Source: an optimization exercise on an open RTL-to-GDS flow (aim: small area, a short achievable clock period and few clock cycles per item). Production flows keep margins and buffers that such runs may drop.
Power and IR drop assume default switching activity.

== old ==
==> flow/design.v (excerpt) <==
module bm_select (
    input  wire        clk,
    input  wire        rst,
    input  wire [11:0] cfg_dmin,
    input  wire [31:0] cfg_tex,
    input  wire [31:0] cfg_uniq,
    input  wire        cfg_sp,
    input  wire        s_valid,
    output wire        s_ready,
    input  wire [32:0] s_cost,
    input  wire        s_eval,
    input  wire        s_last,
    input  wire [32:0] s_text,
    output wire        m_valid,
    input  wire        m_ready,
    output wire [15:0] m_disp
);
Size in the first run: about 360 flip-flops.
==> flow/config.mk <==
export PLATFORM = sky130hd
export DESIGN_NAME = bm_select
export DESIGN_NICKNAME = bm_select
export VERILOG_FILES = /design/flow/design.v
export SDC_FILE = /design/flow/constraint.sdc
export NUM_CORES = 4
export LEC_CHECK = 0
export CAP_MARGIN = 20
export CORE_MARGIN = 2
export CORE_UTILIZATION = 40
export SLEW_MARGIN = 20
==> flow/constraint.sdc <==
create_clock -name core_clock -period 12.0 [get_ports {clk}]
set_input_delay 2.4000 -clock core_clock [delete_from_list [all_inputs] [get_ports {clk}]]
set_output_delay 2.4000 -clock core_clock [all_outputs]
set_load 0.01 [all_outputs]
standard.sh (not shown) runs the stock make flow with config.mk's settings and CLKGATE_MAP_FILE= SYNTH_SCRIPT=/design/flow/synth_recipe.tcl, a recipe that flattens the netlist after the stock synthesis.
==> flow/flow/run.sh <==
#!/bin/bash
# Standard layout, with the post-placement and post-CTS/GRT timing repair asked
# to reach a larger setup slack than the default.
set -euo pipefail
bash standard.sh SETUP_SLACK_MARGIN=8 finish > standard_flow.log 2>&1
old was carried through to the last stage, and its layout satisfied the timing, design-rule and antenna checks.
> inputs changed (old -> new)
--- a/flow/design.v
+++ b/flow/design.v
@@ -20,25 +20,25 @@
     reg  [5:0]  k;           
     reg         pend;        
     reg         mv;
     reg         srdy;
     reg  [15:0] disp;
     reg         found;
     reg  [32:0] B;
     reg  [5:0]  p;
     reg         d2;          
     reg         hasF;
     reg  [32:0] F;
     reg         aok;
-    reg  [35:0] A;           
+    reg  [33:0] A;           
     reg  [34:0] bS;          
     reg  [32:0] prev;
     reg         pe;
     reg         dvo;         
     reg  [2:0]  dst;         
     reg         ds;          
     reg  [2:0]  dn;          
     reg  [4:0]  q;
     reg  [31:0] U;           
     reg         uq_r;        
     reg         uok;         
     reg         rs;          
@@ -150,29 +150,30 @@
             end
         end
     end
     wire f_we      = proc && (nb ? (fnd && (d2 || (aok && (!hasF || a_lt_f)))) : fupd);
     wire uok_n     = !f_we && !rs && !mact;
     wire bg_done_n = (!found_n || !hasF_n || uok_n) && (!dvo_n || (dst_n == 3'd0 && !ds_n));
     wire srdy_n    = !(fire && s_last) && (!pend_n || (bg_done_n && !mv_n));
     wire [4:0]  mi_n = rs ? mstart : mi - 5'd1;
     wire        v_hi = dig[1];
     wire        v_lo = dig[0];
     wire [42:0] madd = {1'b0, acc, 2'b00} + (v_hi ? {9'd0, B, 1'b0} : 43'd0)
                                           + (v_lo ? {10'd0, B} : 43'd0);
-    wire [35:0] dx    = dst[2] ? A : ds ? {A[34:0], 1'b0} : {1'b0, bS};
-    wire [35:0] dy    = dst[0] ? A : ds ? {1'b0, bS} : {3'b0, B};
-    wire        dsub  = !(dst[0] || (ds && A[35]));
-    wire [35:0] dsum  = dx + (dsub ? ~dy : dy) + {35'd0, dsub};
-    wire        qb    = !dsum[35];
+    wire [35:0] dx    = dst[2] ? {2'b0, A} : {1'b0, bS};
+    wire [35:0] dy    = dst[0] ? {2'b0, A} : ds ? {1'b0, A, 1'b0} : {3'b0, B};
+    wire        dsub  = !dst[0];
+    wire        dcin  = dst[2] || dst[1];
+    wire [35:0] dsum  = dx + (dsub ? ~dy : dy) + {35'd0, dcin};
+    wire        qb    = dsum[35];
     wire [40:0] usum   = {2'b0, F, 6'd0} + {3'b0, F, 5'd0} + {6'b0, F, 2'd0} + {1'b0, ~acc};
     wire        uq     = !hasF || (!sat && uq_r);
     wire        tex_ok = t_gt || (t_eq && t_ge);
     wire        pre_ok = found && tex_ok;
     wire [5:0]  qm     = {1'b0, q} - 6'd15;
     wire [4:0]  off    = dvo ? qm[5:1] : 5'd0;
     wire [11:0] d_ok   = dmin_r + {6'd0, p} - {11'd0, off[4]};
     wire [11:0] d_bad  = dmin_r - 12'd1;
     wire [15:0] val_ok  = sp_r ? {d_ok, off[3:0]} : {{4{d_ok[11]}}, d_ok};
     wire [15:0] val_bad = sp_r ? {d_bad, 4'd0}    : {{4{d_bad[11]}}, d_bad};
     always @(posedge clk) begin
         if (rst) begin
@@ -219,37 +220,39 @@
         if (rs || mact) begin
             mi  <= mi_n;
             dig <= {Vx[{mi_n, 1'b1}], Vx[{mi_n, 1'b0}]};
         end
         if (rs) begin
             acc <= 40'd0;
             sat <= 1'b0;
         end else if (mact) begin
             acc <= madd[39:0];
             sat <= sat || (madd[42:40] != 3'd0);
         end
         if (proc && nb)
-            A <= {3'b0, prev};
-        else if (dst[2] || ds)
-            A <= dsum;
+            A <= {1'b0, prev};
+        else if (dst[2])
+            A <= dsum[33:0];
+        else if (ds)
+            A <= qb ? ~dsum[33:0] : {A[32:0], 1'b0};
         if (dst[1] || dst[0])
             bS <= dsum[34:0];
         else if (proc && fnd && !d2)
             bS <= {2'b0, c};
         if (ds)
             q <= {q[3:0], qb};
         c_r <= s_cost;
         e_r <= s_eval;
         l_r <= s_last;
-        if (srdy) begin
+        if (fire) begin
             U      <= cfg_uniq;
             dmin_r <= cfg_dmin;
             sp_r   <= cfg_sp;
             t_gt   <= ltt({17'd0, cfg_tex[31:16]}, {16'd0, s_text[32:16]});
             t_eq   <= s_text[32:16] == {1'b0, cfg_tex[31:16]};
             t_ge   <= !ltt({17'd0, s_text[15:0]}, {17'd0, cfg_tex[15:0]});
         end
         if (proc) begin
             prev   <= c;
             if (nb) begin
                 B <= c;
                 p <= k;
[summary]
Comparing new and old, the lower net switching fraction of the power is on old.
From old to new the numbers moved as follows: insertion delay to the later sink of the worst-skew pair stayed essentially flat, chip height now smaller, leakage power figure has remained practically unchanged, overall die width decreased by 0.82% relative to the old numbers.
[diff] power, new relative to old: improvement
Diff old -> new: cell-internal power fell 190 uW, share of cell area taken by multi-input logic gates lost 0.30 points, area after synthesis shrank by 440 sq um, flip-flop and latch count fell by 0.56%, fraction of the core area covered by cells at the end of the flow ~0 delta.
[new] minimum period implied by the final worst setup slack fell 0.093 ns relative to old
Against old, new comes in 1 higher on detailed-routing iteration count for the pre-antenna-repair pass.
Count of non-filler cells in the finished layout went down slightly going from old to new.
No functional check of the RTL was part of any run of this note.

==> separate check: timing with driven ports <==
In the flow no input, the clock included, has a driving cell. The finished layouts below were timed again as built, in two steps.
Step 1 assumes that a clkbuf_16 drives the clock port and a buf_2 every other input.
Step 2 also shifts input and output timing later by t, the mid clock arrival at the registers, as if the neighbouring blocks saw the same clock.
Three values: no drivers, after step 1, after step 2; two values: the first two.
run | t, ns | setup slack, ns | worst slew at a driven data input, ns
old | 0.639 | 7.972 / 7.972 / 7.476 | 0.08
new | 0.627 | 8.065 / 8.065 / 7.518 | 0.09
After both steps every run listed still meets setup and hold. The setup slack of new, which loses most, moves by 0.000 ns with the drivers and by -0.547 ns with both steps.
